What follows belongs to an exercise in optimizing a design on an open flow for a short achievable clock period and few clock cycles per item; a production flow would make more cautious choices. At most, simulation tests tie the RTL to the original design; equivalence was not proved. No functional check of the RTL was part of run 2. No run shown here takes its clock network from TritonCTS; it comes from the design's own scripts or RTL. No driver is modelled on the clock port, so clock power and skew are understated where the tree is cut down; a real chip needs a root buffer or a tree. Power figures rest on the tool's default switching activity, not on a simulated workload.

==> flow/design.v (outline; a module is shown in full before it is edited, if it fits) <==
// module ook_encoder: 953 lines
// module ook_decoder: 7461 lines
// module fht8v_ook_codec: 34 lines
module fht8v_ook_codec (
  input  wire        clk,
  input  wire        rst,
  input  wire        enc_in_valid,
  output wire        enc_in_ready,
  input  wire [47:0] enc_in_msg,
  output wire        enc_out_valid,
  input  wire        enc_out_ready,
  output wire [7:0]  enc_out_byte,
  output wire        enc_out_last,
  input  wire        dec_in_valid,
  output wire        dec_in_ready,
  input  wire [7:0]  dec_in_byte,
  input  wire        dec_in_last,
  input  wire        dec_in_strict,
  output wire        dec_out_valid,
  input  wire        dec_out_ready,
  output wire [47:0] dec_out_msg,
  output wire [1:0]  dec_out_err
);
  // ...
==> flow/flow/run.sh <==
#!/bin/bash
set -euo pipefail
export PRE_CTS_TCL="$PWD/flow/mytree.tcl"
export MT_GROUP=24
export MT_ROOTS=4
export MT_BUF=sky130_fd_sc_hd__buf_12
bash standard.sh > standard_flow.log 2>&1
==> flow/flow/mytree.tcl <==
rename clock_tree_synthesis __triton_cts
proc mt_split {items ngroups} {
  # split items ({iterm x y}) into ngroups groups of about equal size by
  # cutting at the median of the longer side, recursively
  if {$ngroups <= 1} { return [list $items] }
  set xs [lmap i $items {lindex $i 1}]
  set ys [lmap i $items {lindex $i 2}]
  set dx [expr {[tcl::mathfunc::max {*}$xs] - [tcl::mathfunc::min {*}$xs]}]
  set dy [expr {[tcl::mathfunc::max {*}$ys] - [tcl::mathfunc::min {*}$ys]}]
  set idx [expr {$dx >= $dy ? 1 : 2}]
  set sorted [lsort -integer -index $idx $items]
  set n [llength $sorted]
  set left [expr {$ngroups / 2}]
  set cut [expr {int(round(double($n) * $left / $ngroups))}]
  return [concat [mt_split [lrange $sorted 0 [expr {$cut - 1}]] $left] \
                 [mt_split [lrange $sorted $cut end] [expr {$ngroups - $left}]]]
}
proc mt_center {items} {
  set sx 0; set sy 0
  foreach s $items { set sx [expr {$sx + [lindex $s 1]}]; set sy [expr {$sy + [lindex $s 2]}] }
  set n [llength $items]
  return [list [expr {int($sx / $n)}] [expr {int($sy / $n)}]]
}
proc mt_buf {block master name innet outnet x y} {
  set inst [odb::dbInst_create $block $master $name]
  [$inst findITerm A] connect $innet
  [$inst findITerm X] connect $outnet
  $inst setLocation $x $y
  $inst setPlacementStatus PLACED
  return $inst
}
proc clock_tree_synthesis {args} {
  set gmax $::env(MT_GROUP)
  set nroots $::env(MT_ROOTS)
  set block [ord::get_db_block]
  set db [ord::get_db]
  set master [$db findMaster $::env(MT_BUF)]
  set clk [$block findNet clk]
  set items {}
  foreach it [$clk getITerms] {
    set bb [[$it getInst] getBBox]
    lappend items [list $it [expr {([$bb xMin] + [$bb xMax]) / 2}] [expr {([$bb yMin] + [$bb yMax]) / 2}]]
  }
  set n [llength $items]
  set nleaves [expr {int(ceil(double($n) / $gmax))}]
  # leaves per root, rounded up to a whole number per root
  set per [expr {int(ceil(double($nleaves) / $nroots))}]
  set nleaves [expr {$per * $nroots}]
  set regions [mt_split $items $nroots]
  puts "mytree: $n sinks, $nroots roots, $per leaves per root"
  set li 0
  set ri 0
  foreach reg $regions {
    set rnet [odb::dbNet_create $block clknet_root_$ri]
    $rnet setSigType CLOCK
    set groups [mt_split $reg $per]
    set leafpos {}
    foreach g $groups {
      set net [odb::dbNet_create $block clknet_leaf_$li]
      $net setSigType CLOCK
      foreach s $g {
        set it [lindex $s 0]
        $it disconnect
        $it connect $net
      }
      lassign [mt_center $g] gx gy
      mt_buf $block $master cts_leaf_$li $rnet $net $gx $gy
      lappend leafpos [list {} $gx $gy]
      puts "mytree: root $ri leaf $li: [llength $g] sinks at [expr {$gx / 1000.0}] [expr {$gy / 1000.0}]"
      incr li
    }
    lassign [mt_center $leafpos] rx ry
    mt_buf $block $master cts_root_$ri $clk $rnet $rx $ry
    incr ri
  }
  $clk setSigType CLOCK
  set_propagated_clock [all_clocks]
}
==> flow/standard.sh <==
#!/bin/bash
# synth_recipe.tcl (not shown) runs the flow's synth.tcl, then flattens the netlist and writes it again
# the make line also repeats each setting of config.mk as NAME=value (left out here)
make -C /OpenROAD-flow-scripts/flow DESIGN_CONFIG=/design/flow/config.mk WORK_HOME=/design/flow/orfs CLKGATE_MAP_FILE= SYNTH_SCRIPT=/design/flow/synth_recipe.tcl "${@:-finish}"
==> flow/config.mk <==
export PLATFORM = sky130hd
export DESIGN_NAME = fht8v_ook_codec
export DESIGN_NICKNAME = fht8v_ook_codec
export VERILOG_FILES = /design/flow/design.v
export SDC_FILE = /design/flow/constraint.sdc
export NUM_CORES = 4
export LEC_CHECK = 0
export ABC_CLOCK_PERIOD_IN_PS = 1500
export CAP_MARGIN = 20
export CORE_MARGIN = 2
export CORE_UTILIZATION = 55
export CTS_BUF_LIST = sky130_fd_sc_hd__clkbuf_16 sky130_fd_sc_hd__clkbuf_8
export CTS_CLUSTER_DIAMETER = 60
export CTS_CLUSTER_SIZE = 24
export SETUP_SLACK_MARGIN = 3.3
export SLEW_MARGIN = 20
==> flow/constraint.sdc <==
create_clock -name core_clock -period 5.0 [get_ports {clk}]
set_input_delay 1.0000 -clock core_clock [delete_from_list [all_inputs] [get_ports {clk}]]
set_output_delay 1.0000 -clock core_clock [all_outputs]
set_load 0.01 [all_outputs]
==> impl_metrics.csv, run 1 <==
group,metric,value,unit
route,drt_iter0_markers,1045,
floorplan,start_util,55.94,%
run_status,outcome,"no timing/DRC/antenna violations",
global_route,grt_pass1_vias,14330,
critical_path,worstPathArrival,0.80,ns
cells_and_area,top_register,"u_dec.qmsg",
timing,fin_crit,1.801,ns
synth,seq_area_frac_synth,61.02,%
clocking,path_clk_slew,0.09,ns
cells_and_area,largest_register_ffs,96,
global_route,antenna_found_initial,0,
floorplan,tapCellCount,518,
synth,synth.top_cell.area_share,36.72,%
critical_path,critical_path.max_fanout,2,
critical_path,r2r_slack,3.34,ns
power,p_switching,2.023,mW
hold_path,min_path_type,"reg -> reg",
cells_and_area,multi_input_area_share,32.45,%
power,powerDensity,328.0,nW/um^2
synth,yosysTopAreaCell,"edfxtp_1",
timing,fin_tns_setup,0,ns
synth,yosysMostFrequentCell,"nand2_1",
global_route,grt_usage,21.89,%
critical_path,crit_slowest_cell,"dfxtp_2",
synth,synthMuxAreaShare,8.517,%
global_route,grt_pass1_wl,73.83,mm
Testbench counts, summed over its fixed seeds: cycles 33,894, items 768.
==> run 2: changes to the inputs <==
--- a/flow/design.v
+++ b/flow/design.v
@@ -8208,19 +8208,16 @@
   reg       in_rdy, first;
   reg       in_blk;                
   reg       d0v, d0l, d0s;
   reg [7:0] d0b;
   assign in_ready = in_rdy;
   reg        d1v, d1l, d1s;
   reg [62:0] c1;                   
   reg [2:0]  cs;
-  reg        d2v, d2l, d2s;
-  reg [1:0]  d2n, d2e;
-  reg        d2y1, d2y2;
   reg  [8:0] csel;
   always @(*) begin
     case (cs)
       3'd0:    csel = c1[8:0];
       3'd1:    csel = c1[17:9];
       3'd2:    csel = c1[26:18];
       3'd3:    csel = c1[35:27];
       3'd4:    csel = c1[44:36];
@@ -8235,27 +8232,29 @@
   reg [5:0]  nby;                  
   reg        par;
   reg        d4v, d4l, d4q1, d4q2, d4d1, d4d2, d4f1, d4k1, d4f2, d4k2;
   reg [1:0]  d4e;
   reg        done;
   reg [47:0] msg;
   reg        rv;                   
   reg        rempty;               
-  reg        rfull;                
   reg [47:0] rmsg;
   reg [1:0]  rerr;
   reg [47:0] qmsg [0:QN-1];
   reg [1:0]  qerr [0:QN-1];
   reg [1:0]  qcnt;                 
   reg        wp, rp;
   reg [2:0]  pend;                 
   assign res_valid = rv;
   assign res_msg   = rmsg;
   assign res_err   = rerr;
+  wire [1:0] d2n  = csel[5:4];
+  wire       d2y1 = csel[3];
+  wire       d2y2 = csel[2];
   reg s3sy, s3a, s3b, s3q1;
   always @(*) begin
     s3sy = sync; s3a = 1'b0; s3b = 1'b0; s3q1 = d2y1;
     if (sync) begin
       s3a = (d2n != 2'd0);
       s3b = (d2n == 2'd2);
     end else if (d2n != 2'd0 && d2y1) begin
       s3sy = 1'b1;
@@ -8299,67 +8298,60 @@
     d1s <= d0s;
     c1  <= {dec_tab6a({d0l, d0b}), dec_tab6b({d0l, d0b}),
             dec_tab5a({d0l, d0b}), dec_tab5b({d0l, d0b}),
             dec_tab4a({d0l, d0b}), dec_tab4b({d0l, d0b}),
             dec_tab3a({d0l, d0b}), dec_tab3b({d0l, d0b}),
             dec_tab2a({d0l, d0b}), dec_tab2b({d0l, d0b}),
             dec_tab1a({d0l, d0b}), dec_tab1b({d0l, d0b}),
             dec_tab0a({d0l, d0b}), dec_tab0b({d0l, d0b})};
-    d2l  <= d1l;
-    d2s  <= d1s;
-    d2n  <= csel[5:4];
-    d2y1 <= csel[3];
-    d2y2 <= csel[2];
-    d2e  <= csel[1:0];
-    d3l  <= d2l;
-    d3s  <= d2s;
+    d3l  <= d1l;
+    d3s  <= d1s;
     d3a  <= s3a;
     d3b  <= s3b;
     d3q1 <= s3q1;
     d3q2 <= d2y2;
-    d3e  <= d2e;
+    d3e  <= csel[1:0];
     d4l  <= d3l;
     d4q1 <= d3q1;
     d4q2 <= d3q2;
     d4d1 <= d3a && !pos[8];
     d4d2 <= d3b && !pos[7];
     d4f1 <= f1;
     d4k1 <= k1;
     d4f2 <= f2;
     d4k2 <= k2;
     d4e  <= d3e;
     if (rst) begin
       in_rdy <= 1'b1;
       in_blk <= 1'b0;
       first  <= 1'b1;
       pend   <= 3'b000;
-      d0v <= 1'b0; d1v <= 1'b0; d2v <= 1'b0; d3v <= 1'b0; d4v <= 1'b0;
+      d0v <= 1'b0; d1v <= 1'b0; d3v <= 1'b0; d4v <= 1'b0;
       cs   <= 3'd0;
       sync <= 1'b0;
       pos  <= 9'd1; nby <= 6'd1; par <= 1'b0;
       done <= 1'b0;
     end else begin
       in_rdy <= (!in_blk && first) ? !pend[RCAP-2] : !pend[RCAP-1];
       in_blk <= (!in_blk && first) ? pend[RCAP-2] : pend[RCAP-1];
       d0v <= in_valid && !in_blk;
       if (in_valid && !in_blk)
         first <= in_last;
       if (take_first && !pop)
         pend <= {pend[1:0], 1'b1};
       else if (!take_first && pop)
         pend <= {1'b0, pend[2:1]};
       d1v <= d0v;
-      d2v <= d1v;
-      d3v <= d2v;
+      d3v <= d1v;
       d4v <= d3v;
       if (d1v)
         cs <= d1l ? 3'd0 : csel[8:6];
-      if (d2v)
-        sync <= d2l ? 1'b0 : s3sy;
+      if (d1v)
+        sync <= d1l ? 1'b0 : s3sy;
       if (d3v) begin
         if (d3l) begin
           pos <= 9'd1; nby <= 6'd1; par <= 1'b0;
         end else begin
           if (d3b) begin
             pos <= pos2;
             par <= p2 ? 1'b0 : par2 ^ d3q2;
           end else if (d3a) begin
@@ -8383,28 +8375,24 @@
   wire qfree = !qcnt[1];
   wire qpop  = (rempty || res_ready) && qcnt[0];
   always @(posedge clk) begin
     if (qfree) begin
       qmsg[wp] <= r6m;
       qerr[wp] <= r6e;
     end
     if (rst) begin
-      rv <= 1'b0; rempty <= 1'b1; rfull <= 1'b0; qcnt <= 2'd0; wp <= 1'b0; rp <= 1'b0;
+      rv <= 1'b0; rempty <= 1'b1; qcnt <= 2'd0; wp <= 1'b0; rp <= 1'b0;
       rmsg <= 48'd0; rerr <= E_OK;
     end else begin
       if (rempty || res_ready) begin
         rv     <= qcnt[0];
         rempty <= !qcnt[0];
-        rmsg[47:24] <= qmsg[rp][47:24];
-      end
-      if (!rfull || res_ready) begin
-        rfull       <= qcnt[0];
-        rmsg[23:0]  <= qmsg[rp][23:0];
-        rerr        <= qerr[rp];
+        rmsg   <= qmsg[rp];
+        rerr   <= qerr[rp];
       end
       if (qpop)
         rp <= !rp;
       if (r6v)
         wp <= !wp;
       if (r6v && !qpop)
         qcnt <= {qcnt[0], 1'b1};
       else if (!r6v && qpop)
==> flow/flow/run.sh (replaced) <==
#!/bin/bash
set -euo pipefail
export PRE_CTS_TCL="$PWD/flow/mytree.tcl"
export MT_GROUP=24
export MT_ROOTS=4
bash standard.sh > standard_flow.log 2>&1
--- a/flow/flow/mytree.tcl
+++ b/flow/flow/mytree.tcl
@@ -29,17 +29,17 @@
   $inst setPlacementStatus PLACED
   return $inst
 }
 proc clock_tree_synthesis {args} {
   set gmax $::env(MT_GROUP)
   set nroots $::env(MT_ROOTS)
   set block [ord::get_db_block]
   set db [ord::get_db]
-  set master [$db findMaster $::env(MT_BUF)]
+  set master [$db findMaster sky130_fd_sc_hd__clkbuf_16]
   set clk [$block findNet clk]
   set items {}
   foreach it [$clk getITerms] {
     set bb [[$it getInst] getBBox]
     lappend items [list $it [expr {([$bb xMin] + [$bb xMax]) / 2}] [expr {([$bb yMin] + [$bb yMax]) / 2}]]
   }
   set n [llength $items]
   set nleaves [expr {int(ceil(double($n) / $gmax))}]
==> run 2 against run 1 <==
- still clean
- wire length grew 2.5%
- total power grew 3.4%
- die area shrank 0.19%
- combinational power grew 18%
- critical path depth is the same
- via count grew 0.39%
- cell count grew 1.0%
- core utilization grew 2.0 points
- synthesized cell count shrank 0.10%
- synthesized area shrank 0.20%
- highest routed layer unchanged
==> impl_metrics.csv, run 2 <==
group,metric,value,unit
global_route,grt_pass1_wl,76.76,mm
power,p_switching,2.124,mW
global_route,grt_busiest_layer,"met2",
synth,synth_common_cells,"291 x nand2_1, 265 x edfxtp_1, 252 x dfxtp_1",
synth,synthXorXnorAreaFrac,1.979,%
synth,synth.top_cell.area_share,36.80,%
global_route,overflow,0,
global_route,grt_usage,22.71,%
route,vias,15000,
power,p_sw_share,24.98,%
floorplan,num_rows,72,
critical_path,worst_setup_path_start_kind,"flop",
cells_and_area,fin_util,66.73,%
synth,synth_top_family_by_area,"simple AND/OR/NAND/NOR gates",
critical_path,startpoint,"u_dec.rmsg[34]$_SDFFE_PP0N_",
floorplan,dieArea,40920,um^2
synth,synth_cell_type_count,74,
clocking,clkLatencyLatePin,0.35,ns
hold_path,hold_path.startpoint,"u_dec.d0s$_DFF_P_",
cells_and_area,layout-drive-gt1-share,23.05,%
synth,async_flop_share,0,%
cells_and_area,top_register,"u_dec.qmsg",
power,power_leakage,9.094,nW
critical_path,r2r-start,"u_enc.sv$_SDFF_PN0_",
cells_and_area,multi_input_area,8668,um^2
timing,worst_pin_slew,0.7663,ns
synth,syn_inst,1972,
power,peakVddDrop,0.2634,mV
floorplan,num_io_pins,127,
power,seqPwrFrac,58.8,%
critical_path,crit_type,"reg -> out",
critical_path,cp_top_family,"flip-flops",
route,routed_wl,48.56,mm
synth,seq_area_frac_synth,60.12,%
cells_and_area,final_cell_mix,"289 x nand2_1, 265 x edfxtp_1, 224 x nor2_1",
power,powerDensity,328.9,nW/um^2
floorplan,start_util,55.83,%
global_route,grtUsageMet1,33.59,%
cells_and_area,seqCellArea,13160,um^2
route,drtPass1Iterations,5,
synth,ys.flop_type,"edfxtp_1",
power,pwr-share-clk,26.2,%
placed_design,place_congestion,0.8411,
critical_path,crit_chain,"buf_6",
synth,ys_ff_latch,517,
timing,fin_tns_setup,0,ns
timing,grt_setup_unrepaired,"yes",
clocking,cts-hold-fix-buffers,0,
global_route,grt_max_degree,67,
timing,final-max-slew-violation-count,0,
global_route,antenna_found_initial,0,
power,p_int,6.379,mW
global_route,gr-usage-met3,1.693,%
synth,yosys-top-cells-area,"edfxtp_1 37%, dfxtp_1 23%, mux2i_1 6.4%, nand2_1 5.1%, nor2_1 4.3%",
timing,fin_crit,1.831,ns
cells_and_area,largest_register_ffs,96,
clocking,path_clk_slew,0.09,ns
synth,yosysMostFrequentCell,"nand2_1",
cells_and_area,layout-area-overhead-vs-synth,19.54,%
route,ant_nets,0,
cells_and_area,layout.nets,2176,
floorplan,fp.coreArea,38740,um^2
synth,syn_area,21630,um^2
synth,avgSynthCellArea,10.97,um^2
run,max_cap_violations,0,
hold_path,min_path_type,"reg -> reg",
critical_path,cpPeakStageDelay,0.37,ns
critical_path,crit_slowest_cell,"dfxtp_2",
timing,setup_viol,0,
route,drt_iter0_markers,818,
timing,hold_viol,0,
synth,synth_compound_area_share,10.62,%
run_status,outcome,"no timing/DRC/antenna violations",
timing,finClkSkew,0.01662,ns
route,wire_per_inst,18.52,um
synth,synth_edf_count,265,
timing,maxSlewHeadroom,48.91,%
cells_and_area,top_regs,"u_dec.qmsg: 96 flops, u_enc.vbody: 53 flops, u_enc.body: 51 flops",
synth,syn-num-nets,2042,
global_route,grt_pass1_vias,14330,
timing,fin_crit_sh,36.61,%
synth,yosys.area_share.adder,0.3471,%
cells_and_area,n_antenna_cell,0,
cells_and_area,layout_commonest_cell,"nand2_1",
critical_path,critical_path.max_fanout,2,
placed_design,place.port_buffers,126,
critical_path,worstPathArrival,0.83,ns
cells_and_area,nFillCells,2977,
timing,max_freq,546.2,MHz
placed_design,dp_hpwl,26.76,mm
critical_path,end_kind,"primary output",
synth,yosysWarnings,2,
global_route,use_met2,37.65,%
route,drc,0,
route,via_per_inst,5.722,
floorplan,chipWidth,202.3,um
power,combPwrFrac,15.0,%
critical_path,worst-path-buf-inv,1,
synth,yosysTopAreaCell,"edfxtp_1",
floorplan,die_h,202.3,um
synth,synth-simple-area-share,14.21,%
synth,synthMuxAreaShare,9.251,%
critical_path,crit_required,4.00,ns
-- run 2: worst paths after layout --
path | endpoint | slack (ns) | cells after the start
max reg2reg | u_enc.body[28]$_DFFE_PP_ | 3.30 | 4
min reg2reg | u_dec.d1s$_DFF_P_ | 0.33 | 0
min | u_dec.d1s$_DFF_P_ | 0.33 | 0
max | dec_out_msg[34] | 3.17 | 1
-- run 2: per-stage QoR --
step                setup WS [ns]  cell area [um^2]  power, mW  hold WS (ns)  std cells
floorplan                   2.900             22290      5.830        0.3096       1972
global placement            1.931             23450      6.144        0.3114       2489
detailed placement          1.785             23450      6.168        0.3143       2489
CTS                         3.166             25350      8.534        0.3334       2592
global route                3.151             25850      8.886        0.3520       2622
finish                      3.169             25850      8.503        0.3308       2622
-- run 2: logic make-up after synthesis --
kind of cell,after synthesis
AOI/OAI and AO/OA,347
xor gates and xnor gates,48
and+or+nand+nor,701
buffers and inverters,162
adders and majority gates,6
muxes,191
DFF,517
-- run 2: area by class of cell --
type                            count  area share (%)
Timing Repair Buffer              231           9.946
Buffer                             28           2.710
Sequential cell                   517           50.92
Multi-Input combinational cell   1305           33.53
Timing Repair inverter              2         0.04840
Tap cell                          518           2.507
Inverter                           21          0.3388
-- run 2: layer usage --
layer / vias up / routed length, um / share of wire [%]
li1: 7332 / - / -
met1: 7291 / 22750 / 47
met2: 345 / 23090 / 48
met3: 36 / 2038 / 4.2
met4: 0 / 684 / 1.4
met5: - / 0 / 0
-- run 2: timing repair --
item | in CTS | in global routing
buffers inserted | 55 | 26
gates cloned | 20 | 4
resized for setup | 470 | 51
setup endpoints to repair | 572 | 252
pin swaps | 14 | 8
-- run 2: power by group through the flow --
| stage | Clock, mW | Combinational, mW | Sequential [mW] |
|---|---|---|---|
| 6_report | 2.23 | 1.27 | 5.00 |
| 2_1_floorplan | 0 | 0.849 | 4.98 |
| 4_1_cts | 2.29 | 1.25 | 5.00 |
| 3_3_place_gp | 0 | 1.09 | 5.06 |
| 3_5_place_dp | 0 | 1.11 | 5.06 |
| 5_1_grt | 2.45 | 1.40 | 5.04 |

==> what the ideal ports hide <==
The flow's constraints put no driver on any port. The routed layouts listed below were extracted and timed again, unchanged, in two steps. Step 1 assumes that a clkbuf_16 drives the clock port and a buf_2 every other input. Step 2 adds t to the input delays and takes it off the output delays; t is the mean of the earliest and latest rising clock arrival at the registers after step 1. Input paths then give back, and output paths get back, about the clock's delay inside the block. Three values: no drivers, after step 1, after step 2; two values: the first two.
| run | shift t [ns] | setup WS [ns] | worst hold slack (ns) | worst setup path at the end | worst data-port slew with drivers (ns) |
|---|---|---|---|---|---|
| run 1 | 0.415 | 3.199 / 3.082 / 2.991 | 0.334 / 0.334 / 0.334 | input to register | 0.05 |
| run 2 | 0.457 | 3.169 / 3.055 / 2.898 | 0.331 / 0.331 / 0.331 | input to register | 0.06 |
After both steps every run listed still meets setup and hold. For run 2, which loses most, drivers alone change the setup slack by -0.114 ns; drivers and shift together by -0.271 ns.
